This is an optimization exercise on Yosys and OpenROAD, whose aim is small area, not a production implementation. In this exercise RTL edits were held to simulation tests only and were not proved equivalent to the original. No activity file was given, so power comes from the tool's default toggle rates.

==> inputs of run a <==
==> flow/design.v <==
module pe_cmd_rom (
    input  wire [2:0]  step,
    input  wire [4:0]  idx,
    output wire [7:0]  data,
    output wire        last,
    output wire [4:0]  len
);
    assign data[0] = (!idx[4] & !idx[3] & !idx[2] & !idx[0]) |
        (!step[0] & idx[2] & !idx[1] & !idx[0]) |
        (step[2] & idx[3] & idx[2] & !idx[1]) |
        (!idx[3] & idx[2] & idx[1] & idx[0]) |
        (!step[2] & !idx[3] & idx[2] & idx[0]) |
        (step[2] & idx[2] & !idx[1] & !idx[0]) |
        (step[2] & step[1] & !idx[3] & idx[1] & idx[0]) |
        (step[2] & step[0] & !idx[3] & idx[1] & idx[0]) |
        (!step[2] & idx[3] & !idx[2] & !idx[1] & !idx[0]);
    assign data[1] = (step[2] & !idx[2] & idx[1] & !idx[0]) |
        (!step[2] & !step[1] & !step[0] & idx[2]) |
        (step[1] & step[0] & !idx[3] & idx[2] & !idx[1] & !idx[0]) |
        (idx[3] & !idx[2] & !idx[1] & !idx[0]) |
        (step[2] & idx[3] & !idx[2] & idx[1]) |
        (step[2] & idx[3] & !idx[1] & !idx[0]) |
        (step[2] & step[1] & !idx[3] & idx[1] & !idx[0]) |
        (step[2] & step[0] & !idx[3] & idx[1] & !idx[0]) |
        (!step[2] & !idx[3] & idx[2] & idx[1] & idx[0]);
    assign data[2] = (step[1] & step[0] & !idx[3] & !idx[2] & idx[1] & !idx[0]) |
        (step[2] & !step[1] & !step[0] & idx[2] & !idx[1] & !idx[0]) |
        (!idx[3] & idx[2] & idx[1] & idx[0]) |
        (step[2] & idx[3] & !idx[2] & idx[1] & !idx[0]) |
        (step[2] & idx[3] & idx[2] & !idx[1] & !idx[0]) |
        (step[1] & !step[0] & !idx[3] & idx[2] & idx[1]) |
        (!step[1] & step[0] & !idx[3] & idx[2] & idx[1]);
    assign data[3] = (step[2] & step[1] & !idx[3] & idx[1] & !idx[0]) |
        (step[2] & step[0] & !idx[3] & idx[1] & !idx[0]) |
        (step[1] & step[0] & !idx[3] & !idx[2] & idx[1] & !idx[0]) |
        (step[1] & step[0] & !idx[3] & idx[2] & !idx[1] & !idx[0]) |
        (idx[4]) |
        (step[2] & idx[3] & !idx[2] & idx[0]) |
        (step[2] & idx[3] & idx[2] & !idx[0]) |
        (step[2] & idx[2] & idx[1] & idx[0]) |
        (step[1] & !step[0] & !idx[3] & idx[2] & idx[0]) |
        (!step[1] & step[0] & !idx[3] & idx[2] & idx[0]);
    assign data[4] = (!step[1] & !step[0] & idx[2] & !idx[1] & !idx[0]) |
        (!step[2] & !step[1] & idx[2]) |
        (!step[2] & !step[0] & idx[2]) |
        (step[0] & !idx[3] & idx[2] & idx[1] & !idx[0]) |
        (step[1] & !idx[3] & idx[2] & idx[1] & !idx[0]) |
        (step[2] & idx[3] & !idx[1] & !idx[0]) |
        (step[2] & idx[3] & idx[1] & idx[0]);
    assign data[5] = (!idx[4] & !idx[2] & !idx[1] & !idx[0]) |
        (step[2] & idx[3] & !idx[0]) |
        (!step[2] & !step[1] & idx[2]) |
        (step[2] & idx[3] & idx[2]) |
        (!step[2] & !step[0] & idx[2]) |
        (!step[2] & !idx[3] & idx[2] & idx[1] & !idx[0]);
    assign data[6] = (!idx[3] & !idx[2] & !idx[1] & !idx[0]) |
        (!step[2] & idx[3] & !idx[2] & !idx[1]) |
        (step[2] & idx[3] & idx[2] & idx[0]) |
        (step[2] & idx[3] & idx[2] & idx[1]) |
        (step[1] & !step[0] & idx[2] & !idx[1] & idx[0]) |
        (!step[1] & step[0] & idx[2] & !idx[1] & idx[0]);
    assign data[7] = (step[2] & step[1] & idx[2] & idx[1]) |
        (step[2] & step[0] & idx[2] & idx[1]) |
        (step[2] & idx[3] & !idx[2] & !idx[1] & idx[0]);
    assign last = (idx[4]) |
        (!step[2] & !step[1] & idx[2]) |
        (!step[2] & !step[0] & idx[2]) |
        (!step[1] & !step[0] & idx[2] & idx[1]) |
        (step[2] & idx[3] & idx[2] & idx[1]);
    assign len  = (step <  3'd3) ? 5'd5  :
                  (step == 3'd3) ? 5'd17 :
                  (step == 3'd4) ? 5'd7  : 5'd15;
endmodule
module pe_tpl_rom (
    input  wire [2:0]  step,
    input  wire        idx_lt4,    
    input  wire [1:0]  idx,        
    input  wire [7:0]  data,
    output wire        mis,
    output wire        long_enough
);
    wire s0 = (step == 3'd0);
    wire [7:0] t = s0             ? ((idx == 2'd1) ? 8'h01 : (idx == 2'd3) ? 8'h39 : 8'h00) :
                   (step == 3'd3) ? ((idx == 2'd1) ? 8'h0A : 8'h00) :
                   (step == 3'd4) ? ((idx == 2'd1) ? 8'h15 : 8'h00) :
                                    ((idx == 2'd0) ? 8'h02 : (idx == 2'd2) ? 8'hA0 : 8'h00);
    wire in_tpl = idx_lt4 && (s0 || idx != 2'd3);
    assign mis = in_tpl && (data != t);
    assign long_enough = !idx_lt4 || (s0 ? (idx == 2'd3) : idx[1]);
endmodule
module thumbdv_pe (
    input  wire        clk,
    input  wire        rst,           
    output wire        tx_valid,
    output wire [7:0]  tx_data,
    output wire [16:0] tx_count,
    input  wire        tx_ready,
    input  wire        tx_fault,
    output wire        rx_ready,
    input  wire        rx_valid,
    input  wire [7:0]  rx_data,
    input  wire        rx_short,
    input  wire        rx_fault,
    output wire [16:0] rd_count,
    output wire [16:0] rd_got,
    output wire [2:0]  sstate,
    output wire [2:0]  step,
    output wire        failed,
    output wire [2:0]  fail_step,
    output wire [2:0]  fail_cause,
    output reg         id_valid,
    output wire        id_sel,
    output reg  [7:0]  id_data,
    output wire        id_done,
    output wire        progress
);
    localparam [2:0] C_IO       = 3'd1;
    localparam [2:0] C_SHORT    = 3'd2;
    localparam [2:0] C_MARKER   = 3'd3;
    localparam [2:0] C_CONTENT  = 3'd4;
    localparam [2:0] C_LENGTH   = 3'd5;
    localparam [7:0]  MARKER    = 8'h61;
    localparam [16:0] STREAM_N  = 17'd323;    
    reg        rx_q;       
    reg        pay_q;      
    reg [2:0]  step_q;
    reg [2:0]  cause_q;    
    reg [15:0] got_q;      
    reg [15:0] len_q;      
    reg        lenph_q;    
    reg        mis_q;      
    reg        fin_q;      
    wire halted = |cause_q;
    wire ph_mark  = rx_q && !pay_q && !lenph_q;
    wire ph_lenhi = rx_q && !pay_q && lenph_q && !got_q[0];
    wire ph_lenlo = rx_q && !pay_q && lenph_q && got_q[0];
    wire [7:0] cmd_byte;
    wire [4:0] cmd_len;
    wire       cmd_last;
    pe_cmd_rom u_cmd_rom (.step(step_q), .idx(got_q[4:0]), .data(cmd_byte), .last(cmd_last), .len(cmd_len));
    wire idx_lt4 = (got_q[15:2] == 14'd0);
    wire byte_mis, long_enough;
    pe_tpl_rom u_tpl_rom (.step(step_q), .idx_lt4(idx_lt4), .idx(got_q[1:0]), .data(rx_data),
                          .mis(byte_mis), .long_enough(long_enough));
    assign tx_valid   = !rx_q && !halted;
    assign tx_data    = cmd_byte;
    assign tx_count   = {12'd0, cmd_len};
    assign rx_ready   = rx_q;
    wire [16:0] len_p1 = {1'b0, len_q} + 17'd1;
    assign rd_count   = pay_q ? len_p1 : {15'd0, lenph_q, !lenph_q};
    assign rd_got     = {1'b0, got_q};
    assign step       = step_q;
    assign failed     = halted;
    assign fail_cause = cause_q;
    assign fail_step  = halted ? step_q : 3'd0;
    assign sstate     = halted       ? 3'd4 :
                        step_q == 3'd0 ? 3'd0 :
                        step_q <  3'd4 ? 3'd1 :
                        step_q <  3'd6 ? 3'd2 : 3'd3;
    assign id_done    = fin_q && (step_q == 3'd2 || step_q == 3'd3);
    assign progress   = fin_q && (step_q == 3'd6);
    assign id_sel     = fin_q ? step_q[0] : step_q[1];
    wire        step_en = rx_q ? rx_valid : tx_ready;
    wire [16:0] inc = {1'b0, got_q} + {16'd0, step_en};
    wire tx_acc   = tx_valid && !tx_fault && tx_ready;
    wire tx_last  = cmd_last;
    wire rx_acc   = rx_q && !rx_fault && !rx_short && rx_valid;
    wire pay_last = (got_q == len_q);
    wire mis_all  = mis_q || byte_mis;
    wire id_step  = (step_q == 3'd1) || (step_q == 3'd2);
    wire pay_end  = rx_acc && pay_q && pay_last;
    reg       fr_ok;
    reg [2:0] fr_cause;
    always @* begin
        fr_ok = 1'b0;
        fr_cause = C_CONTENT;
        if (id_step) begin
            fr_ok = 1'b1;
        end else if (step_q == 3'd6) begin
            if (len_q != STREAM_N[15:0] - 16'd1) fr_cause = C_LENGTH;
            else fr_ok = !mis_all;
        end else begin
            fr_ok = !mis_all && long_enough;
        end
    end
    reg [2:0] fail_now;
    always @* begin
        fail_now = 3'd0;
        if (tx_valid && tx_fault) fail_now = C_IO;
        else if (rx_q && rx_fault) fail_now = C_IO;
        else if (rx_q && rx_short) fail_now = C_SHORT;
        else if (rx_acc && ph_mark && rx_data != MARKER) fail_now = C_MARKER;
        else if (pay_end && !fr_ok) fail_now = fr_cause;
    end
    wire frame_ok = pay_end && fr_ok;
    always @(posedge clk) begin
        if (rst) begin
            rx_q     <= 1'b0;
            step_q   <= 3'd0;
            cause_q  <= 3'd0;
            got_q    <= 16'd0;
            fin_q    <= 1'b0;
            id_valid <= 1'b0;
        end else begin
            fin_q    <= frame_ok;
            id_valid <= rx_acc && pay_q && id_step && (!idx_lt4 || got_q[1]);
            if (fail_now != 3'd0) begin
                cause_q <= fail_now;
                rx_q    <= 1'b0;
            end else if (tx_acc && tx_last) begin
                rx_q <= 1'b1;
                if (step_q == 3'd5) step_q <= 3'd6;
            end else if (frame_ok) begin
                rx_q <= 1'b0;
                if (step_q != 3'd6) step_q <= step_q + 3'd1;
            end
            if (ph_lenlo)
                got_q <= {15'd0, !rx_valid};
            else if (step_en && ((!rx_q && tx_last) || ph_mark || (rx_q && pay_q && pay_last)))
                got_q <= 16'd0;
            else
                got_q <= inc[15:0];
        end
        pay_q <= rx_q && (pay_q || (ph_lenlo && rx_valid));
        mis_q <= pay_q && (mis_q || (rx_valid && byte_mis));
        lenph_q <= rx_q && !pay_q && (lenph_q || (ph_mark && rx_valid));
        if (ph_lenhi && rx_valid)
            len_q[15:8] <= rx_data;
        if (ph_lenlo && rx_valid)
            len_q[7:0] <= rx_data;
        id_data <= rx_data;
    end
endmodule
==> flow/flow/run.sh <==
#!/bin/bash
# Own layout flow: the standard ORFS flow (standard.sh) with these changes:
#  - synthesis: ABC maps the logic with an area-oriented script (flow/area.abc), and adders are
#    left to ABC (no full/half-adder cells, no Kogge-Stone carry map); the registers are made by
#    the same Yosys passes as the standard synthesis, so their names and cells are unchanged;
#  - the buffers synthesis leaves on output ports are removed at floorplan (REMOVE_ABC_BUFFERS);
#  - the input and output ports are buffered with sky130_fd_sc_hd__buf_1.
# The make output goes to flow.log here; ORFS's per-step logs are under orfs/logs/.
set -euo pipefail
W=$(pwd)
F=$W/flow
{ echo "source $F/abc_area.tcl"; cat "$W/synth_recipe.tcl"; } > "$W/area_synth.tcl"
sed "s#SYNTH_SCRIPT=[^ ]*#SYNTH_SCRIPT=$W/area_synth.tcl#" "$W/standard.sh" > "$W/area_standard.sh"
export MY_ABC_SCRIPT=$F/area.abc
bash "$W/area_standard.sh" ADDER_MAP_FILE= REMOVE_ABC_BUFFERS=1 SYNTH_OPERATIONS_ARGS=-nofsm \
  "BUFFER_PORTS_ARGS=-buffer_cell sky130_fd_sc_hd__buf_1" finish > "$W/flow.log" 2>&1
==> flow/flow/abc_area.tcl <==
# Loaded before the standard flow's synthesis script: ORFS's technology-mapping call to ABC runs with the
# area-oriented script in $::env(MY_ABC_SCRIPT) instead of ORFS's delay-oriented one. Nothing
# else in synthesis changes (the registers come from the same Yosys passes as before).
proc abc {args} {
  set out {}
  for {set i 0} {$i < [llength $args]} {incr i} {
    set a [lindex $args $i]
    if {$a eq "-script"} { incr i; continue }
    lappend out $a
  }
  set out [linsert $out 0 -script $::env(MY_ABC_SCRIPT)]
  puts "abc (area script): $out"
  yosys abc {*}$out
}
==> flow/flow/area.abc <==
strash
dch -f
amap
strash
dch -f
amap
==> flow/standard.sh <==
#!/bin/bash
# synth_recipe.tcl (not shown) runs the flow's synth.tcl, then flattens the netlist and writes it again
# the make line also repeats each setting of config.mk as NAME=value (left out here)
make -C /OpenROAD-flow-scripts/flow DESIGN_CONFIG=/design/flow/config.mk WORK_HOME=/design/flow/orfs CLKGATE_MAP_FILE= SYNTH_SCRIPT=/design/flow/synth_recipe.tcl "${@:-finish}"
==> flow/config.mk <==
export PLATFORM = sky130hd
export DESIGN_NAME = thumbdv_pe
export DESIGN_NICKNAME = thumbdv_pe
export VERILOG_FILES = /design/flow/design.v
export SDC_FILE = /design/flow/constraint.sdc
export NUM_CORES = 4
export LEC_CHECK = 0
export CAP_MARGIN = 20
export CORE_MARGIN = 2
export CORE_UTILIZATION = 40
export CTS_BUF_LIST = sky130_fd_sc_hd__clkbuf_4 sky130_fd_sc_hd__clkbuf_8
export CTS_CLUSTER_DIAMETER = 200
export CTS_CLUSTER_SIZE = 50
export GPL_TIMING_DRIVEN = 0
export SLEW_MARGIN = 20
==> flow/constraint.sdc <==
create_clock -name core_clock -period 6.0 [get_ports {clk}]
set_input_delay 1.2000 -clock core_clock [delete_from_list [all_inputs] [get_ports {clk}]]
set_output_delay 1.2000 -clock core_clock [all_outputs]
set_load 0.01 [all_outputs]
==> run b (differences from run a) <==
--- a/flow/design.v
+++ b/flow/design.v
@@ -127,12 +127,10 @@
     reg [2:0]  cause_q;    
     reg [15:0] got_q;      
-    reg [15:0] len_q;      
-    reg        lenph_q;    
+    reg [16:0] cnt_q;      
     reg        mis_q;      
     reg        fin_q;      
     wire halted = |cause_q;
-    wire ph_mark  = rx_q && !pay_q && !lenph_q;
-    wire ph_lenhi = rx_q && !pay_q && lenph_q && !got_q[0];
-    wire ph_lenlo = rx_q && !pay_q && lenph_q && got_q[0];
+    wire ph_mark  = rx_q && !pay_q && cnt_q[0];
+    wire ph_lenlo = rx_q && !pay_q && !cnt_q[0] && got_q[0];
     wire [7:0] cmd_byte;
     wire [4:0] cmd_len;
@@ -147,6 +145,5 @@
     assign tx_count   = {12'd0, cmd_len};
     assign rx_ready   = rx_q;
-    wire [16:0] len_p1 = {1'b0, len_q} + 17'd1;
-    assign rd_count   = pay_q ? len_p1 : {15'd0, lenph_q, !lenph_q};
+    assign rd_count   = cnt_q;
     assign rd_got     = {1'b0, got_q};
     assign step       = step_q;
@@ -162,9 +159,9 @@
     assign id_sel     = fin_q ? step_q[0] : step_q[1];
     wire        step_en = rx_q ? rx_valid : tx_ready;
-    wire [16:0] inc = {1'b0, got_q} + {16'd0, step_en};
+    wire [16:0] inc = (ph_lenlo ? {1'b0, id_data, rx_data} : {1'b0, got_q}) + {16'd0, step_en};
     wire tx_acc   = tx_valid && !tx_fault && tx_ready;
     wire tx_last  = cmd_last;
     wire rx_acc   = rx_q && !rx_fault && !rx_short && rx_valid;
-    wire pay_last = (got_q == len_q);
+    wire pay_last = (inc == cnt_q);
     wire mis_all  = mis_q || byte_mis;
     wire id_step  = (step_q == 3'd1) || (step_q == 3'd2);
@@ -178,5 +175,5 @@
             fr_ok = 1'b1;
         end else if (step_q == 3'd6) begin
-            if (len_q != STREAM_N[15:0] - 16'd1) fr_cause = C_LENGTH;
+            if (cnt_q != STREAM_N) fr_cause = C_LENGTH;
             else fr_ok = !mis_all;
         end else begin
@@ -224,10 +221,12 @@
         pay_q <= rx_q && (pay_q || (ph_lenlo && rx_valid));
         mis_q <= pay_q && (mis_q || (rx_valid && byte_mis));
-        lenph_q <= rx_q && !pay_q && (lenph_q || (ph_mark && rx_valid));
-        if (ph_lenhi && rx_valid)
-            len_q[15:8] <= rx_data;
-        if (ph_lenlo && rx_valid)
-            len_q[7:0] <= rx_data;
-        id_data <= rx_data;
+        if (!rx_q)
+            cnt_q <= 17'd1;
+        else if (ph_mark && rx_valid)
+            cnt_q <= 17'd2;
+        else if (ph_lenlo && rx_valid)
+            cnt_q <= inc;
+        if (rx_valid)
+            id_data <= rx_data;
     end
 endmodule
==> flow/run.sh (new file) <==
#!/bin/bash
# synth_recipe.tcl (not shown) runs the flow's synth.tcl, then flattens the netlist and writes it again
# the make line also repeats each setting of config.mk as NAME=value (left out here)
make -C /OpenROAD-flow-scripts/flow DESIGN_CONFIG=/design/flow/config.mk WORK_HOME=/design/flow/orfs CLKGATE_MAP_FILE= SYNTH_SCRIPT=/design/flow/synth_recipe.tcl finish
--- a/flow/config.mk
+++ b/flow/config.mk
@@ -8,8 +8,7 @@
 export CAP_MARGIN = 20
 export CORE_MARGIN = 2
-export CORE_UTILIZATION = 40
+export CORE_UTILIZATION = 60
 export CTS_BUF_LIST = sky130_fd_sc_hd__clkbuf_4 sky130_fd_sc_hd__clkbuf_8
-export CTS_CLUSTER_DIAMETER = 200
-export CTS_CLUSTER_SIZE = 50
-export GPL_TIMING_DRIVEN = 0
+export CTS_CLUSTER_DIAMETER = 60
+export CTS_CLUSTER_SIZE = 30
 export SLEW_MARGIN = 20
removed: flow/flow/run.sh
removed: flow/flow/abc_area.tcl
removed: flow/flow/area.abc
removed: flow/standard.sh
==> run summary <==
Logic power comb = 0.0561 mW
Peak supply drop = 0.000127 V
Clock power frac = 33.0%
Synth Area in Adders = 0%
Tightest Pin Transition = 685 ps
Signal buf overhead = 9.67%
Starting Density = 40.8%
Synth area leaders = dfxtp_1, edfxtp_1, nor2_1
Status = timing/DRC/antenna clean
GR met3 Demand/Resource = 3.51%
WL/cell = 15.1 µm
Final WL = 8.84 mm
P&R area growth vs syn = 16.7%
Fin crit share = 78.5%
Finished Core Util = 47.6%
DP HPWL = 7.05 mm
Critical Path Most Common Cell = nor2_1
the above is filed under run a

==> run summary <==
Status = timing/DRC/antenna clean
Final WL = 14.8 mm
DP HPWL = 11.1 mm
Critical Path Most Common Cell = ha_1
WL/cell = 20.0 µm
Logic power comb = 0.140 mW
Fin crit share = 86.8%
Synth Area in Adders = 1.97%
Clock power frac = 33.3%
Tightest Pin Transition = 1090 ps
Synth area leaders = dfxtp_1, edfxtp_1, nand2_1
Starting Density = 61.5%
the above is filed under run b

-- port drivers added, routing unchanged --
Ports are ideal in the flow. The routed layouts listed here were re-timed in OpenROAD. Step 1 assumes that a clkbuf_16 drives the clock port and a buf_2 every other input. Step 2 also shifts input and output timing later by t, the mid clock arrival at the registers, as if the neighbouring blocks saw the same clock. Three values: no drivers, after step 1, after step 2; two values: the first two.
run | t, ns | setup slack, ns | latest minus earliest clock arrival (ns)
run a | 0.340 | 1.289 / 1.259 / 1.599 | 0.014 / 0.014
run b | 0.347 | 0.794 / 0.799 / 0.452 | 0.020 / 0.021
After both steps every run listed still meets setup and hold. The setup slack of run b, which loses most, moves by +0.005 ns with the drivers and by -0.342 ns with both steps.
